What follows belongs to an exercise in optimizing a design on an open flow for small area, a short achievable clock period and few clock cycles per item; a production flow would make more cautious choices.
Only simulation tests tie the RTL to the original design; equivalence was not proved.
Power and IR drop assume default switching activity.

==> v2 <==
Design acq_core, start of the top module:
module acq_core (
    input             clk,
    input             rst,           
    input             cmd_valid,
    output            cmd_ready,
    input      [31:0] cmd_data,
    output reg        done,
    output reg        rpt_valid,
    output     [15:0] rpt_loc,
    output     [3:0]  rpt_kind,
    output     [15:0] rpt_extra,
    output     [3:0]  res_kind,
    output     [15:0] res_loc,
    output     [15:0] res_extra,
    output reg [7:0]  res_value,
    output     [71:0] buf_bytes,
    output reg        td_c_sign,
    output     [7:0]  td_c_whole,
    output reg [3:0]  td_c_frac,
    output reg        td_f_sign,
    output reg [7:0]  td_f_whole,
    output reg [3:0]  td_f_frac,
    output reg        log_verbose
);
    localparam [7:0] OP_BUF_LOAD     = 8'h01;
    localparam [7:0] OP_CRC_COMPUTE  = 8'h02;
    localparam [7:0] OP_CRC_VALIDATE = 8'h03;
    localparam [7:0] OP_SET_LOGGING  = 8'h04;
    localparam [7:0] OP_TD_DECODE    = 8'h20;
    localparam [7:0] OP_TD_C_TO_F    = 8'h21;
    localparam [3:0] K_NONE         = 4'd0;
    localparam [3:0] K_CHECKSUM     = 4'd7;
    localparam [3:0] K_RES_MISMATCH = 4'd8;
    localparam [3:0] K_SP_CORRUPT   = 4'd9;
    localparam [3:0] K_ILLEGAL      = 4'd11;
    localparam [3:0] R_NONE = 4'b0000;
    localparam [3:0] R_ILL  = 4'b1000;
    localparam [3:0] R_CRC  = 4'b0100;
    localparam [3:0] R_CFG  = 4'b0010;
    localparam [3:0] R_SP   = 4'b0001;
    localparam [2:0] S_IDLE = 3'd0;      
    localparam [2:0] S_REC2 = 3'd1;      
    localparam [2:0] S_CRCW = 3'd2;      
    localparam [2:0] S_FAHR = 3'd3;      
    localparam [2:0] S_CLD  = 3'd4;      
    reg [2:0]  state;
    reg [3:0]  rk;            
    reg [6:0]  td_c_w;        
    reg [71:0] buf_r;
    wire [7:0] bufr [0:8];
    reg [7:0]  c_op;
    reg [6:0]  c_a;
    reg [15:0] c_lo;
    reg        c_trace;       
    genvar gi;
    generate
  ...
export LEC_CHECK = 0
export CAP_MARGIN = 20
export CORE_MARGIN = 2
export CORE_UTILIZATION = 65
export CTS_BUF_LIST = sky130_fd_sc_hd__clkbuf_8 sky130_fd_sc_hd__clkbuf_16
export SLEW_MARGIN = 20
create_clock -name core_clock -period 15.0 [get_ports {clk}]
standard.sh (not shown) runs the stock make flow with config.mk's settings and CLKGATE_MAP_FILE= SYNTH_SCRIPT=/design/flow/synth_recipe.tcl, a recipe that flattens the netlist after the stock synthesis.
==> flow/flow/run.sh <==
#!/bin/bash
# The standard layout, with two changes to how it is made:
# - the port buffers are the smallest buffer cell instead of the delay buffer
#   ORFS picks by default;
# - timing repair works towards a setup slack of 10.0 ns at the 15 ns clock,
#   so that it also sizes the paths that already meet 15 ns.
set -euo pipefail
export BUFFER_PORTS_ARGS="-buffer_cell sky130_fd_sc_hd__buf_1"
export SETUP_SLACK_MARGIN=10.0
bash standard.sh > standard.log 2>&1
==> inputs of v17, as changes to v2 <==
--- a/flow/design.v
+++ b/flow/design.v
@@ -46,17 +46,19 @@
     reg [2:0]  state;
     reg [3:0]  rk;            
     reg [6:0]  td_c_w;        
     reg [71:0] buf_r;
     wire [7:0] bufr [0:8];
     reg [7:0]  c_op;
     reg [6:0]  c_a;
     reg [15:0] c_lo;
-    reg        c_trace;       
+    reg        p_t, p_i, p_c, p_f, p_s;
+    reg [3:0]  rk_n;
+    reg        tr_n;
     genvar gi;
     generate
         for (gi = 0; gi < 9; gi = gi + 1) begin : g_buf
             assign bufr[gi] = buf_r[8*gi +: 8];
         end
     endgenerate
     assign buf_bytes = buf_r;
     assign cmd_ready = (state == S_IDLE);
@@ -170,41 +172,46 @@
     wire       fs      = cel_s;
     wire [3:0] ff      = cel_f;
     wire [4:0] f_a     = cel_a;
     wire [2:0] f_b     = cel_b;
     wire [7:0] f_yr    = y2(f_b, ff);
     wire [3:0] f_r     = f_yr[3:0];
     wire [7:0] f_p     = {f_a, 3'b000} + f_a + f_yr[7:4];
     wire       f_e     = (ff != 4'd0) && (ff != 4'd5);    
-    wire [2:0] f_hi    = f_p[7:5];
-    wire [4:0] f_lo    = f_p[4:0];
-    wire       f_big   = (f_hi != 3'd0);
+    wire [7:0] f_sub   = f_p - 8'd32;
+    wire       f_big   = (f_p >= 8'd32);
     wire       f_re    = (f_r != 4'd0) || f_e;
     wire       f_neg   = fs && f_big;
-    wire [5:0] f_nlo   = {1'b0, ~f_lo} + {5'd0, !f_re};
-    wire [7:0] f_whole = !fs ? {f_hi + 3'd1, f_lo} : f_big ? {f_hi - 3'd1, f_lo} : {2'b00, f_nlo};
+    wire [7:0] f_whole = !fs ? f_p + 8'd32 : f_big ? f_sub : f_re ? ~f_sub : -f_sub;
     wire [3:0] f_tenth = (!fs || f_big) ? f_r : f_re ? 4'd10 - f_r - f_e : 4'd0;
     wire k_ill = rk[3];    
     wire k_crc = rk[2];    
     wire k_cfg = rk[1];    
     wire k_sp  = rk[0];    
     assign res_kind   = {k_ill | k_cfg | k_sp, k_crc, k_ill | k_crc, k_ill | k_crc | k_sp};
     assign td_c_whole = {1'b0, td_c_w};
-    assign res_loc = k_ill ? {8'hFF, c_op} :
-                     k_crc ? 16'h0301 :
-                     k_cfg ? 16'h2001 :
-                     k_sp  ? 16'h2002 : 16'h0000;
-    assign res_extra = k_ill ? c_lo :
-                       k_crc ? {res_value, cmp_byte_c} :
-                       k_cfg ? {bufr[4], res_cfg(c_a[1:0])} :
-                       k_sp  ? {bufr[5], bufr[7]} : 16'h0000;
-    assign rpt_loc   = c_trace ? {c_op, 8'h00} : res_loc;
-    assign rpt_kind  = c_trace ? K_NONE : res_kind;
-    assign rpt_extra = c_trace ? c_lo : res_extra;
+    assign res_loc   = ({16{k_ill}} & {8'hFF, c_op}) |
+                       ({16{k_crc}} & 16'h0301) |
+                       ({16{k_cfg}} & 16'h2001) |
+                       ({16{k_sp}}  & 16'h2002);
+    assign res_extra = ({16{k_ill}} & c_lo) |
+                       ({16{k_crc}} & {res_value, cmp_byte_c}) |
+                       ({16{k_cfg}} & {bufr[4], res_cfg(c_a[1:0])}) |
+                       ({16{k_sp}}  & {bufr[5], bufr[7]});
+    assign rpt_loc   = ({16{p_t}} & {c_op, 8'h00}) |
+                       ({16{p_i}} & {8'hFF, c_op}) |
+                       ({16{p_c}} & 16'h0301) |
+                       ({16{p_f}} & 16'h2001) |
+                       ({16{p_s}} & 16'h2002);
+    assign rpt_kind  = {p_i | p_f | p_s, p_c, p_i | p_c, p_i | p_c | p_s};
+    assign rpt_extra = ({16{p_t | p_i}} & c_lo) |
+                       ({16{p_c}} & {res_value, cmp_byte_c}) |
+                       ({16{p_f}} & {bufr[4], res_cfg(c_a[1:0])}) |
+                       ({16{p_s}} & {bufr[5], bufr[7]});
     integer k;
     always @(posedge clk) begin
         cel_s  <= cel_sin;
         cel_a  <= cel_ab[7:3];
         cel_b  <= cel_ab[2:0];
         cel_f  <= cel_fin;
         cel_ok <= !rst && !(accept && ok_load) && !cel_ld;
     end
@@ -216,83 +223,90 @@
                 buf_r[8*k +: 8] <= buf_wdata;
     end
     always @(posedge clk) begin
         if (rst) begin
             state       <= S_IDLE;
             done        <= 1'b0;
             rpt_valid   <= 1'b0;
             rk          <= R_NONE;
+            p_t         <= 1'b0;
+            p_i         <= 1'b0;
+            p_c         <= 1'b0;
+            p_f         <= 1'b0;
+            p_s         <= 1'b0;
             res_value   <= 8'd0;
             td_c_sign   <= 1'b0;
             td_c_w      <= 7'd0;
             td_c_frac   <= 4'd0;
             td_f_sign   <= 1'b0;
             td_f_whole  <= 8'd0;
             td_f_frac   <= 4'd0;
             log_verbose <= 1'b0;
             eng_pos     <= 4'd0;
         end else begin
             done      <= 1'b0;
             rpt_valid <= 1'b0;
+            rk_n = rk;
+            tr_n = p_t;
             if (eng_restart) begin
                 eng_pos <= 4'd0;
             end else if (eng_pos != 4'd9) begin
                 crc_run <= crc_step;
                 eng_pos <= eng_pos + 4'd1;
             end
             case (state)
                 S_IDLE: begin
                     if (cmd_valid) begin
                         c_op <= i_op;
                         c_a  <= i_a[6:0];
                         c_lo <= cmd_data[15:0];
                         if (!legal) begin
-                            rk        <= R_ILL;
+                            rk_n        = R_ILL;
                             rpt_valid <= 1'b1;
-                            c_trace   <= 1'b0;
+                            tr_n   = 1'b0;
                             done      <= 1'b1;
                         end else begin
                             rpt_valid <= log_verbose;
-                            c_trace   <= 1'b1;
-                            rk        <= R_NONE;
+                            tr_n   = 1'b1;
+                            rk_n        = R_NONE;
                             if (ok_load) begin
                                 done <= 1'b1;
                             end
                             if (ok_slog) begin
                                 log_verbose <= i_a[0];
                                 done <= 1'b1;
                             end
                             if (ok_crc) begin
                                 if (crc_now) begin
                                     res_value <= crc_run;
                                     if (ok_crcv && crc_ne) begin
-                                        rk <= R_CRC;
+                                        rk_n = R_CRC;
                                         if (log_verbose) begin
                                             state <= S_REC2;
                                         end else begin
                                             rpt_valid <= 1'b1;
-                                            c_trace   <= 1'b0;
+                                            tr_n   = 1'b0;
                                             done      <= 1'b1;
                                         end
                                     end else begin
                                         done <= 1'b1;
                                     end
                                 end else begin
                                     state <= S_CRCW;
                                 end
                             end
                             if (ok_tdd) begin
                                 if (cfg_bad || sp_bad) begin
-                                    rk <= cfg_bad ? R_CFG : R_SP;
+                                    rk_n = cfg_bad ? R_CFG : R_SP;
                                     if (log_verbose) begin
                                         state <= S_REC2;
                                     end else begin
                                         rpt_valid <= 1'b1;
-                                        c_trace   <= 1'b0;
+                                        tr_n   = 1'b0;
                                         done      <= 1'b1;
                                     end
                                 end else begin
                                     td_c_sign  <= dec_sign;
                                     td_c_w     <= dec_whole;
                                     td_c_frac  <= dec_frac;
                                     if (cel_ok) begin
                                         td_f_sign  <= f_neg;
@@ -309,35 +323,41 @@
                         end
                     end
                 end
                 S_CLD: begin
                     state <= S_FAHR;
                 end
                 S_REC2: begin
                     rpt_valid <= 1'b1;
-                    c_trace   <= 1'b0;
+                    tr_n   = 1'b0;
                     done      <= 1'b1;
                     state     <= S_IDLE;
                 end
                 S_CRCW: begin
                     if (eng_pos == c_a[3:0]) begin
                         res_value <= crc_run;
                         if (c_op[0] && crc_ne) begin
-                            rk        <= R_CRC;
+                            rk_n        = R_CRC;
                             rpt_valid <= 1'b1;
-                            c_trace   <= 1'b0;
+                            tr_n   = 1'b0;
                         end
                         done  <= 1'b1;
                         state <= S_IDLE;
                     end
                 end
                 S_FAHR: begin
                     td_f_sign  <= f_neg;
                     td_f_whole <= f_whole;
                     td_f_frac  <= f_tenth;
                     done       <= 1'b1;
                     state      <= S_IDLE;
                 end
             endcase
+            rk      <= rk_n;
+            p_t     <= tr_n;
+            p_i     <= !tr_n && rk_n[3];
+            p_c     <= !tr_n && rk_n[2];
+            p_f     <= !tr_n && rk_n[1];
+            p_s     <= !tr_n && rk_n[0];
         end
     end
 endmodule
==> run summary <==
	v2	v17
Net count after synthesis	1175	1259
Worst path required time	12000 ps	15360 ps
Maximum clock skew at final layout	17.2 ps	12.0 ps
M1 WL	13.4 mm	13.4 mm
Class of the most critical setup path	flop to primary output	input port to flop
Antenna cells	0	1
Stage delay of the slowest cell on the critical path	380 ps	570 ps
Final Worst Setup Slack	9970 ps	9960 ps
Met2 Track Usage GR	58.5%	59.9%
Fraction of final layout cells with drive strength greater than 1	14.3%	11.6%
Critical Path Source Type	flop	input port
Number of distinct library cells after synthesis	84	88
Worst Max-Slew Pin Slew	1160 ps	1070 ps
Number of signal-net inverters in the final layout	35	34
Clock Sinks	173	177
Number of cells after detailed placement	1457	1524
Register share of total power	32.1%	37.3%
Met2 wire len	15.5 mm	16.1 mm
Run status	complete, no violations	complete, no violations
Area fraction of clock buffers and clock inverters	4.68%	4.85%
Testbench counts of v2, summed over its fixed seeds: cycles 4,631, commands 4,434.
Testbench counts of v17, summed over its fixed seeds: cycles 4,631, commands 4,434.

## port drivers added, routing unchanged
Ports are ideal in the flow. The routed layouts listed here were re-timed in OpenROAD.
Step 1 sets driving cells, clkbuf_16 on the clock port and buf_2 on the other inputs (assumed; they add their load-dependent delay and slew).
Step 2, shift: input delay + t, output delay - t, t = (earliest + latest rising clock arrival at the registers) / 2. This alone moves slack from input paths to output paths.
a / b / c = no drivers / after step 1 / after step 2; a / b = the first two.
| run | shift t [ns] | slack for setup (ns) | worst setup path at the end | clock arrival spread, ns | slew at the worst register clock pin (ns) |
|---|---|---|---|---|---|
| v2 | 0.473 | 9.965 / 9.923 / 9.563 | input to register | 0.017 / 0.018 | 0.08 / 0.08 |
| v17 | 0.487 | 9.963 / 9.991 / 9.504 | input to register | 0.012 / 0.012 | 0.08 / 0.08 |
After both steps every run listed still meets setup and hold. The setup slack of v17, which loses most, moves by +0.028 ns with the drivers and by -0.459 ns with both steps.
